Background: an optimization exercise with open tools, aiming at small area and a short achievable clock period. Do not read the settings as production practice. In this exercise RTL edits were held to simulation tests only and were not proved equivalent to the original.

<file path="flow/design.v">
module tgb_cos_rom (
    input  wire [7:0]        p,
    output reg  signed [9:0] c
);
    always @(*) begin
        case (p)
            8'd0: c =  10'sd511;
            8'd1: c =  10'sd511;
            8'd2: c =  10'sd510;
            8'd3: c =  10'sd510;
            8'd4: c =  10'sd509;
            8'd5: c =  10'sd507;
            8'd6: c =  10'sd505;
            8'd7: c =  10'sd503;
            8'd8: c =  10'sd501;
            8'd9: c =  10'sd499;
            8'd10: c =  10'sd496;
            8'd11: c =  10'sd492;
            8'd12: c =  10'sd489;
            8'd13: c =  10'sd485;
            8'd14: c =  10'sd481;
            8'd15: c =  10'sd477;
            8'd16: c =  10'sd472;
            8'd17: c =  10'sd467;
            8'd18: c =  10'sd462;
            8'd19: c =  10'sd456;
            8'd20: c =  10'sd451;
            8'd21: c =  10'sd445;
            8'd22: c =  10'sd438;
            8'd23: c =  10'sd432;
            8'd24: c =  10'sd425;
            8'd25: c =  10'sd418;
            8'd26: c =  10'sd410;
            8'd27: c =  10'sd403;
            8'd28: c =  10'sd395;
            8'd29: c =  10'sd387;
            8'd30: c =  10'sd379;
            8'd31: c =  10'sd370;
            8'd32: c =  10'sd361;
            8'd33: c =  10'sd352;
            8'd34: c =  10'sd343;
            8'd35: c =  10'sd334;
            8'd36: c =  10'sd324;
            8'd37: c =  10'sd314;
            8'd38: c =  10'sd304;
            8'd39: c =  10'sd294;
            8'd40: c =  10'sd284;
            8'd41: c =  10'sd273;
            8'd42: c =  10'sd263;
            8'd43: c =  10'sd252;
            8'd44: c =  10'sd241;
            8'd45: c =  10'sd230;
            8'd46: c =  10'sd218;
            8'd47: c =  10'sd207;
            8'd48: c =  10'sd196;
            8'd49: c =  10'sd184;
            8'd50: c =  10'sd172;
            8'd51: c =  10'sd160;
            8'd52: c =  10'sd148;
            8'd53: c =  10'sd136;
            8'd54: c =  10'sd124;
            8'd55: c =  10'sd112;
            8'd56: c =  10'sd100;
            8'd57: c =  10'sd87;
            8'd58: c =  10'sd75;
            8'd59: c =  10'sd63;
            8'd60: c =  10'sd50;
            8'd61: c =  10'sd38;
            8'd62: c =  10'sd25;
            8'd63: c =  10'sd13;
            8'd64: c =  10'sd0;
            8'd65: c = -10'sd13;
            8'd66: c = -10'sd25;
            8'd67: c = -10'sd38;
            8'd68: c = -10'sd50;
            8'd69: c = -10'sd63;
            8'd70: c = -10'sd75;
            8'd71: c = -10'sd87;
            8'd72: c = -10'sd100;
            8'd73: c = -10'sd112;
            8'd74: c = -10'sd124;
            8'd75: c = -10'sd136;
            8'd76: c = -10'sd148;
            8'd77: c = -10'sd160;
            8'd78: c = -10'sd172;
            8'd79: c = -10'sd184;
            8'd80: c = -10'sd196;
            8'd81: c = -10'sd207;
            8'd82: c = -10'sd218;
            8'd83: c = -10'sd230;
            8'd84: c = -10'sd241;
            8'd85: c = -10'sd252;
            8'd86: c = -10'sd263;
            8'd87: c = -10'sd273;
            8'd88: c = -10'sd284;
            8'd89: c = -10'sd294;
            8'd90: c = -10'sd304;
            8'd91: c = -10'sd314;
            8'd92: c = -10'sd324;
            8'd93: c = -10'sd334;
            8'd94: c = -10'sd343;
            8'd95: c = -10'sd352;
            8'd96: c = -10'sd361;
            8'd97: c = -10'sd370;
            8'd98: c = -10'sd379;
            8'd99: c = -10'sd387;
            8'd100: c = -10'sd395;
            8'd101: c = -10'sd403;
            8'd102: c = -10'sd410;
            8'd103: c = -10'sd418;
            8'd104: c = -10'sd425;
            8'd105: c = -10'sd432;
            8'd106: c = -10'sd438;
            8'd107: c = -10'sd445;
            8'd108: c = -10'sd451;
            8'd109: c = -10'sd456;
            8'd110: c = -10'sd462;
            8'd111: c = -10'sd467;
            8'd112: c = -10'sd472;
            8'd113: c = -10'sd477;
            8'd114: c = -10'sd481;
            8'd115: c = -10'sd485;
            8'd116: c = -10'sd489;
            8'd117: c = -10'sd492;
            8'd118: c = -10'sd496;
            8'd119: c = -10'sd499;
            8'd120: c = -10'sd501;
            8'd121: c = -10'sd503;
            8'd122: c = -10'sd505;
            8'd123: c = -10'sd507;
            8'd124: c = -10'sd509;
            8'd125: c = -10'sd510;
            8'd126: c = -10'sd510;
            8'd127: c = -10'sd511;
            8'd128: c = -10'sd511;
            8'd129: c = -10'sd511;
            8'd130: c = -10'sd510;
            8'd131: c = -10'sd510;
            8'd132: c = -10'sd509;
            8'd133: c = -10'sd507;
            8'd134: c = -10'sd505;
            8'd135: c = -10'sd503;
            8'd136: c = -10'sd501;
            8'd137: c = -10'sd499;
            8'd138: c = -10'sd496;
            8'd139: c = -10'sd492;
            8'd140: c = -10'sd489;
            8'd141: c = -10'sd485;
            8'd142: c = -10'sd481;
            8'd143: c = -10'sd477;
            8'd144: c = -10'sd472;
            8'd145: c = -10'sd467;
            8'd146: c = -10'sd462;
            8'd147: c = -10'sd456;
            8'd148: c = -10'sd451;
            8'd149: c = -10'sd445;
            8'd150: c = -10'sd438;
            8'd151: c = -10'sd432;
            8'd152: c = -10'sd425;
            8'd153: c = -10'sd418;
            8'd154: c = -10'sd410;
            8'd155: c = -10'sd403;
            8'd156: c = -10'sd395;
            8'd157: c = -10'sd387;
            8'd158: c = -10'sd379;
            8'd159: c = -10'sd370;
            8'd160: c = -10'sd361;
            8'd161: c = -10'sd352;
            8'd162: c = -10'sd343;
            8'd163: c = -10'sd334;
            8'd164: c = -10'sd324;
            8'd165: c = -10'sd314;
            8'd166: c = -10'sd304;
            8'd167: c = -10'sd294;
            8'd168: c = -10'sd284;
            8'd169: c = -10'sd273;
            8'd170: c = -10'sd263;
            8'd171: c = -10'sd252;
            8'd172: c = -10'sd241;
            8'd173: c = -10'sd230;
            8'd174: c = -10'sd218;
            8'd175: c = -10'sd207;
            8'd176: c = -10'sd196;
            8'd177: c = -10'sd184;
            8'd178: c = -10'sd172;
            8'd179: c = -10'sd160;
            8'd180: c = -10'sd148;
            8'd181: c = -10'sd136;
            8'd182: c = -10'sd124;
            8'd183: c = -10'sd112;
            8'd184: c = -10'sd100;
            8'd185: c = -10'sd87;
            8'd186: c = -10'sd75;
            8'd187: c = -10'sd63;
            8'd188: c = -10'sd50;
            8'd189: c = -10'sd38;
            8'd190: c = -10'sd25;
            8'd191: c = -10'sd13;
            8'd192: c =  10'sd0;
            8'd193: c =  10'sd13;
            8'd194: c =  10'sd25;
            8'd195: c =  10'sd38;
            8'd196: c =  10'sd50;
            8'd197: c =  10'sd63;
            8'd198: c =  10'sd75;
            8'd199: c =  10'sd87;
            8'd200: c =  10'sd100;
            8'd201: c =  10'sd112;
            8'd202: c =  10'sd124;
            8'd203: c =  10'sd136;
            8'd204: c =  10'sd148;
            8'd205: c =  10'sd160;
            8'd206: c =  10'sd172;
            8'd207: c =  10'sd184;
            8'd208: c =  10'sd196;
            8'd209: c =  10'sd207;
            8'd210: c =  10'sd218;
            8'd211: c =  10'sd230;
            8'd212: c =  10'sd241;
            8'd213: c =  10'sd252;
            8'd214: c =  10'sd263;
            8'd215: c =  10'sd273;
            8'd216: c =  10'sd284;
            8'd217: c =  10'sd294;
            8'd218: c =  10'sd304;
            8'd219: c =  10'sd314;
            8'd220: c =  10'sd324;
            8'd221: c =  10'sd334;
            8'd222: c =  10'sd343;
            8'd223: c =  10'sd352;
            8'd224: c =  10'sd361;
            8'd225: c =  10'sd370;
            8'd226: c =  10'sd379;
            8'd227: c =  10'sd387;
            8'd228: c =  10'sd395;
            8'd229: c =  10'sd403;
            8'd230: c =  10'sd410;
            8'd231: c =  10'sd418;
            8'd232: c =  10'sd425;
            8'd233: c =  10'sd432;
            8'd234: c =  10'sd438;
            8'd235: c =  10'sd445;
            8'd236: c =  10'sd451;
            8'd237: c =  10'sd456;
            8'd238: c =  10'sd462;
            8'd239: c =  10'sd467;
            8'd240: c =  10'sd472;
            8'd241: c =  10'sd477;
            8'd242: c =  10'sd481;
            8'd243: c =  10'sd485;
            8'd244: c =  10'sd489;
            8'd245: c =  10'sd492;
            8'd246: c =  10'sd496;
            8'd247: c =  10'sd499;
            8'd248: c =  10'sd501;
            8'd249: c =  10'sd503;
            8'd250: c =  10'sd505;
            8'd251: c =  10'sd507;
            8'd252: c =  10'sd509;
            8'd253: c =  10'sd510;
            8'd254: c =  10'sd510;
            8'd255: c =  10'sd511;
            default: c = 10'sd0;
        endcase
    end
endmodule
module tgb_chan_trial (
    input  wire               clk,
    input  wire               rst,         
    input  wire               scheme,      
    input  wire [3:0]         sps,         
    input  wire [7:0]         phase_inc,   
    input  wire [7:0]         sigma,       
    input  wire               start,       
    input  wire               s_valid,
    input  wire [1:0]         sym_i,       
    input  wire [1:0]         sym_q,       
    input  wire signed [9:0]  noise,       
    output reg                r_valid,
    output reg signed [25:0]  r_stat_i,
    output reg signed [25:0]  r_stat_q,
    output reg                r_dec_i,     
    output reg                r_dec_q,
    output reg  [15:0]        r_errs
);
    reg        [7:0]  phase;
    reg        [3:0]  cnt;
    reg signed [25:0] acc_i;
    reg signed [25:0] acc_q;
    reg        [15:0] errs;
    wire        [7:0]  cur_phase = start ? 8'd0  : phase;
    wire        [3:0]  cur_cnt   = start ? 4'd0  : cnt;
    wire signed [25:0] cur_acc_i = start ? 26'sd0 : acc_i;
    wire signed [25:0] cur_acc_q = start ? 26'sd0 : acc_q;
    wire        [15:0] cur_errs  = start ? 16'd0 : errs;
    wire signed [9:0] cos_c;
    wire signed [9:0] sin_c;
    tgb_cos_rom u_cos (.p(cur_phase),          .c(cos_c));
    tgb_cos_rom u_sin (.p(cur_phase - 8'd64),  .c(sin_c));
    wire signed [1:0]  lvl_i = sym_i;
    wire signed [1:0]  lvl_q = sym_q;
    wire signed [11:0] bpsk_tx = lvl_i * cos_c;
    wire signed [12:0] iq_sum  = lvl_i * cos_c + lvl_q * sin_c;
    wire signed [21:0] iq_scl  = iq_sum * $signed(9'sd181);     
    wire signed [12:0] qpsk_tx = iq_scl >>> 8;
    wire signed [12:0] tx = scheme ? qpsk_tx : bpsk_tx;
    wire signed [18:0] nz_full = $signed({1'b0, sigma}) * noise;
    wire signed [11:0] nz      = nz_full >>> 7;
    wire signed [13:0] rx = tx + nz;
    wire signed [23:0] prod_i = rx * cos_c;
    wire signed [23:0] prod_q = rx * sin_c;
    wire signed [25:0] sum_i = cur_acc_i + prod_i;
    wire signed [25:0] sum_q = cur_acc_q + prod_q;
    wire last = (cur_cnt == sps - 4'd1);
    wire dec_i = ~sum_i[25];
    wire dec_q = ~sum_q[25];
    wire err_i = dec_i != ~sym_i[1];
    wire err_q = scheme & (dec_q != ~sym_q[1]);
    wire [15:0] errs_new = cur_errs + {15'd0, err_i} + {15'd0, err_q};
    always @(posedge clk) begin
        if (rst) begin
            phase   <= 8'd0;
            cnt     <= 4'd0;
            acc_i   <= 26'sd0;
            acc_q   <= 26'sd0;
            errs    <= 16'd0;
            r_valid <= 1'b0;
        end else begin
            r_valid <= 1'b0;
            if (s_valid) begin
                phase <= cur_phase + phase_inc;
                if (last) begin
                    cnt      <= 4'd0;
                    acc_i    <= 26'sd0;
                    acc_q    <= 26'sd0;
                    errs     <= errs_new;
                    r_valid  <= 1'b1;
                    r_stat_i <= sum_i;
                    r_stat_q <= sum_q;
                    r_dec_i  <= dec_i;
                    r_dec_q  <= dec_q;
                    r_errs   <= errs_new;
                end else begin
                    cnt   <= cur_cnt + 4'd1;
                    acc_i <= sum_i;
                    acc_q <= sum_q;
                    errs  <= cur_errs;
                end
            end else if (start) begin
                phase <= 8'd0;
                cnt   <= 4'd0;
                acc_i <= 26'sd0;
                acc_q <= 26'sd0;
                errs  <= 16'd0;
            end
        end
    end
endmodule
</file>
<file path="flow/run.sh">
#!/bin/bash
# synth_recipe.tcl (not shown) runs the flow's synth.tcl, then flattens the netlist and writes it again
# the make line also repeats each setting of config.mk as NAME=value (left out here)
make -C /OpenROAD-flow-scripts/flow DESIGN_CONFIG=/design/flow/config.mk WORK_HOME=/design/flow/orfs CLKGATE_MAP_FILE= SYNTH_SCRIPT=/design/flow/synth_recipe.tcl finish
</file>
<file path="flow/constraint.sdc">
create_clock -name core_clock -period 30.0 [get_ports {clk}]
set_input_delay 6.0000 -clock core_clock [delete_from_list [all_inputs] [get_ports {clk}]]
set_output_delay 6.0000 -clock core_clock [all_outputs]
set_load 0.01 [all_outputs]
</file>
<file path="flow/config.mk">
export PLATFORM = sky130hd
export DESIGN_NAME = tgb_chan_trial
export DESIGN_NICKNAME = tgb_chan_trial
export VERILOG_FILES = /design/flow/design.v
export SDC_FILE = /design/flow/constraint.sdc
export NUM_CORES = 4
export LEC_CHECK = 0
export CAP_MARGIN = 20
export CORE_MARGIN = 2
export CORE_UTILIZATION = 40
export SLEW_MARGIN = 20
</file>
==> run summary <==
# TYPE chip_impl_metric gauge
chip_impl_info{name="post-synth-top-area-cell",value="sky130_fd_sc_hd__fa_1"} 1
chip_impl_metric{name="setup_tns",unit="ps"} 0
chip_impl_metric{name="design.core.area",unit="µm²"} 71200
chip_impl_metric{name="regToRegSetupSlack",unit="ps"} 8250
chip_impl_info{name="synth_top_cells_by_count",value="sky130_fd_sc_hd__inv_1 (648), sky130_fd_sc_hd__fa_1 (433), sky130_fd_sc_hd__nor2_1 (306), sky130_fd_sc_hd__ha_1 (299), sky130_fd_sc_hd__nand2_1 (287)"} 1
chip_impl_info{name="r2r-start",value="phase[1]"} 1
chip_impl_metric{name="grt_pass1_vias",unit=""} 23321
chip_impl_metric{name="firstDrtPassIters",unit=""} 6
chip_impl_metric{name="finalHoldWorstSlack",unit="ps"} 494
chip_impl_metric{name="ys_async_sr_fraction",unit=""} 0
chip_impl_metric{name="timing.final.crit_share",unit=""} 0.895
chip_impl_metric{name="antenna_found_initial",unit=""} 3
chip_impl_info{name="dominantRegCellSynth",value="sky130_fd_sc_hd__dfxtp_1"} 1
chip_impl_metric{name="vias_per_cell",unit=""} 5.24
chip_impl_info{name="end_kind",value="flip-flop"} 1
chip_impl_metric{name="syn_area_per_cell",unit="µm²"} 8.60
chip_impl_metric{name="maxSlewViolCount",unit=""} 0
chip_impl_metric{name="finalHoldViolCount",unit=""} 0
chip_impl_metric{name="num_vias",unit=""} 22750
chip_impl_info{name="timing.setup.critical_path_class",value="input port to flip-flop"} 1
chip_impl_info{name="outcome",value="no timing/DRC/antenna violations"} 1
chip_impl_metric{name="fraction_of_final_layout_cells_sized_beyond_drive_strength_1",unit=""} 0.0401
chip_impl_metric{name="worst-endpoint-required",unit="ps"} 30410
chip_impl_metric{name="worst_path_largest_cell_delay",unit="ps"} 640
chip_impl_metric{name="global_route_wire_length_before_repair",unit="mm"} 128
chip_impl_metric{name="count_of_boundary_i_o_pins",unit=""} 110
chip_impl_metric{name="antenna_cells_inserted",unit=""} 0
chip_impl_metric{name="cts-root-to-sink-buffers",unit=""} 2
chip_impl_metric{name="port-buffer-count",unit=""} 109
chip_impl_info{name="rr_endpoint",value="errs[14]"} 1
chip_impl_metric{name="skew",unit="ps"} 12.5
chip_impl_metric{name="pin_count_of_the_biggest_net_entering_global_routing",unit=""} 61
chip_impl_metric{name="synth.net_count",unit=""} 4104
chip_impl_info{name="hp-start",value="cnt[3]"} 1
chip_impl_metric{name="synth_enable_flop_cells",unit=""} 70
chip_impl_metric{name="detailed_place.area",unit="µm²"} 30900
chip_impl_info{name="rsz0062_at_grt",value="no"} 1
chip_impl_metric{name="grt_overflow_total",unit=""} 0
chip_impl_metric{name="syn2layout_area_growth",unit="%"} 9.74
chip_impl_metric{name="floorplan.die.height",unit="µm"} 272
chip_impl_metric{name="cts_max_level",unit=""} 4
chip_impl_metric{name="initial_utilization",unit=""} 0.402
chip_impl_metric{name="syn-instance-count",unit=""} 3333
chip_impl_metric{name="synthesis.yosys.warnings",unit=""} 2
chip_impl_metric{name="drt_wl_total",unit="mm"} 78.3
chip_impl_metric{name="finalSetupViolations",unit=""} 0
chip_impl_metric{name="cp_num_buf_inv",unit=""} 10
chip_impl_metric{name="placement.setup.worst_slack",unit="ps"} 2690
chip_impl_metric{name="period_minus_slack",unit="ps"} 26850
chip_impl_metric{name="max_clock_freq",unit="MHz"} 37.3
chip_impl_info{name="tritoncts",value="yes"} 1
chip_impl_metric{name="fin_nets",unit=""} 4153
chip_impl_metric{name="rows",unit=""} 98
chip_impl_metric{name="register_area_share_after_synthesis",unit=""} 0.130
chip_impl_info{name="synth_most_common_cell",value="sky130_fd_sc_hd__inv_1"} 1
chip_impl_metric{name="worst-endpoint-arrival",unit="ps"} 27260
chip_impl_metric{name="numPlacedInstances",unit=""} 4312
chip_impl_metric{name="drt_iter0_drc",unit=""} 1683
chip_impl_metric{name="portion_of_synthesized_cell_area_occupied_by_the_leading_cell_type",unit=""} 0.302
chip_impl_metric{name="postSynthRegisterBits",unit=""} 151
chip_impl_metric{name="tritoncts_num_sinks",unit=""} 151
chip_impl_metric{name="clock_insertion_delay_worst_skew",unit="ps"} 490
chip_impl_metric{name="cts_inserted_buffers",unit=""} 17
chip_impl_metric{name="postLayoutCellArea",unit="µm²"} 31500
chip_impl_metric{name="max-cap-violations",unit=""} 0
chip_impl_metric{name="die_width",unit="µm"} 272
chip_impl_metric{name="worst_slew_margin_rel",unit=""} 0.232
chip_impl_metric{name="final_critical_path_setup_slack",unit="ps"} 3150
chip_impl_metric{name="wl_per_cell",unit="µm"} 18.0
chip_impl_info{name="crit_path_top_delay_cell",value="sky130_fd_sc_hd__o41ai_1"} 1
chip_impl_metric{name="final_core_util",unit=""} 0.442
chip_impl_metric{name="worst_hold_path.num_cells",unit=""} 2
chip_impl_metric{name="r2r_cells",unit=""} 73
chip_impl_metric{name="post_cts.resized_instances",unit=""} 0
chip_impl_metric{name="nFillCells",unit=""} 7015
chip_impl_metric{name="yosys.cell_types.count",unit=""} 88
chip_impl_metric{name="clk_pin_slew_worst_paths",unit="ps"} 70
chip_impl_metric{name="hpwl_after_detailed_placement",unit="mm"} 61.6
chip_impl_metric{name="place.gp.congestion",unit=""} 0.952
chip_impl_metric{name="groute.usage.overall",unit=""} 0.219
chip_impl_metric{name="ant_nets",unit=""} 0
chip_impl_metric{name="design.die.area",unit="µm²"} 73800
chip_impl_info{name="worst_path_most_repeated_cell",value="sky130_fd_sc_hd__fa_1"} 1
chip_impl_metric{name="cp_max_fo",unit=""} 58
chip_impl_info{name="holdPathEnd",value="cnt[3]"} 1
chip_impl_metric{name="post-cts-setup-buffers",unit=""} 0
chip_impl_metric{name="holdBufCountCts",unit=""} 0
chip_impl_metric{name="syn-cell-area",unit="µm²"} 28700
chip_impl_metric{name="post-route-drc-count",unit=""} 0
chip_impl_metric{name="timing_worst_slew_pin_value",unit="ps"} 1150
chip_impl_metric{name="final-instance-count-excl-fill",unit=""} 4345
chip_impl_info{name="hold_path_class",value="flip-flop to flip-flop"} 1
chip_impl_info{name="synthTopCellsByArea",value="sky130_fd_sc_hd__fa_1 (30%), sky130_fd_sc_hd__ha_1 (13%), sky130_fd_sc_hd__inv_1 (8.5%), sky130_fd_sc_hd__edfxtp_1 (7.3%), sky130_fd_sc_hd__dfxtp_1 (5.7%)"} 1
chip_impl_info{name="critPathLaunchType",value="input port"} 1
chip_impl_info{name="cts_root_buffer",value="sky130_fd_sc_hd__clkbuf_16"} 1
chip_impl_info{name="critical-path-top-delay-family",value="adder cells"} 1
[cell families after synthesis]
logic type / Yosys count / share of synthesized area
DFF: 151 / 0.130
xor gates and xnor gates: 152 / 0.0469
AOI/OAI and AO/OA: 512 / 0.115
and+or+nand+nor: 981 / 0.161
muxes: 27 / 0.0107
buffers and inverters: 778 / 0.103
adders and majority gates: 732 / 0.433
[sequential cells by signal, summed over array words and instances, names as in the netlist, 4 cells and up]
register  count
r_stat_i     26
acc_q        26
r_stat_q     26
phase         8
cnt           4
r_errs       16
errs         16
acc_i        26
[layer usage]
metal	part of all wire	vias up	track usage
li1	-	10729	-
met1	0.42	11121	0.286
met2	0.49	747	0.375
met3	0.054	151	0.0270
met4	0.034	2	0.0761
met5	0.00018	-	0
[worst min-delay path, cell delays in order, from the launching register on]
cell	delay, ps
sky130_fd_sc_hd__dfxtp_1	330
sky130_fd_sc_hd__nand2_1	60
sky130_fd_sc_hd__a21oi_1	50
[worst max path at each step]
stage	start	end	slack (ps)	cells after the start
after floorplan	start	errs[14]	5380	78
after detailed placement	start	errs[14]	2690	75
after global routing	start	errs[14]	1730	75
final	start	errs[14]	3150	75
after global placement	start	errs[14]	3250	79
after CTS	start	errs[14]	3190	75
[layout make-up]
| class | count | area (µm²) | share of cell area |
|---|---|---|---|
| clock inverter | 12 | 131 | 0.00418 |
| inverter | 653 | 2450 | 0.0779 |
| timing repair buffer | 155 | 1430 | 0.0454 |
| clock buffer | 20 | 457 | 0.0145 |
| multi-input combinational | 2404 | 22100 | 0.702 |
| tap | 950 | 1190 | 0.0378 |
| sequential | 151 | 3720 | 0.118 |
[cell usage in the layout, fill, tap and decap left out, types with 12 or more instances in the layout]
master                            synthesis  layout
sky130_fd_sc_hd__a22oi_1                 30      30
sky130_fd_sc_hd__and3_1                  29      29
sky130_fd_sc_hd__nand2_1                287     287
sky130_fd_sc_hd__nor3_1                  44      44
sky130_fd_sc_hd__nand2b_1                36      36
sky130_fd_sc_hd__dfxtp_1                 81      80
sky130_fd_sc_hd__xnor2_1                114     106
sky130_fd_sc_hd__buf_4                    3      47
sky130_fd_sc_hd__a21oi_1                163     163
sky130_fd_sc_hd__clkdlybuf4s50_1          0     107
sky130_fd_sc_hd__o21a_1                  14      14
sky130_fd_sc_hd__mux2i_1                 16      16
sky130_fd_sc_hd__and2_1                  96      96
sky130_fd_sc_hd__clkbuf_16                0      17
sky130_fd_sc_hd__or3_1                   15      15
sky130_fd_sc_hd__nand3_1                 42      42
sky130_fd_sc_hd__inv_1                  648     647
sky130_fd_sc_hd__a211oi_1                12      12
sky130_fd_sc_hd__fa_1                   433     433
sky130_fd_sc_hd__ha_1                   299     299
sky130_fd_sc_hd__xor2_1                  37      37
sky130_fd_sc_hd__nor2_1                 306     304
sky130_fd_sc_hd__edfxtp_1                70      70
sky130_fd_sc_hd__o211ai_1                22      22
sky130_fd_sc_hd__a21o_1                  26      26
sky130_fd_sc_hd__nor2b_1                 71      71
sky130_fd_sc_hd__o21bai_1                16      16
sky130_fd_sc_hd__o21ai_0                104     103
sky130_fd_sc_hd__a31oi_1                 18      18

==> re-timing with driven ports <==
The flow's constraints put no driver on any port. The routed layout listed below was extracted and timed again, unchanged, in two steps.
Step 1 sets driving cells, clkbuf_16 on the clock port and buf_2 on the other inputs (assumed; they add their load-dependent delay and slew).
Step 2, shift: input delay + t, output delay - t, t = (earliest + latest rising clock arrival at the registers) / 2. This alone moves slack from input paths to output paths.
a / b / c = no drivers / after step 1 / after step 2; a / b = the first two.
t, ns: 0.538
setup WS [ns]: 3.154 / 3.187 / 2.650
hold slack, ns: 0.494 / 0.494 / 0.494
After both steps this run still meets setup and hold. For this run, drivers alone change the setup slack by +0.033 ns; drivers and shift together by -0.504 ns.
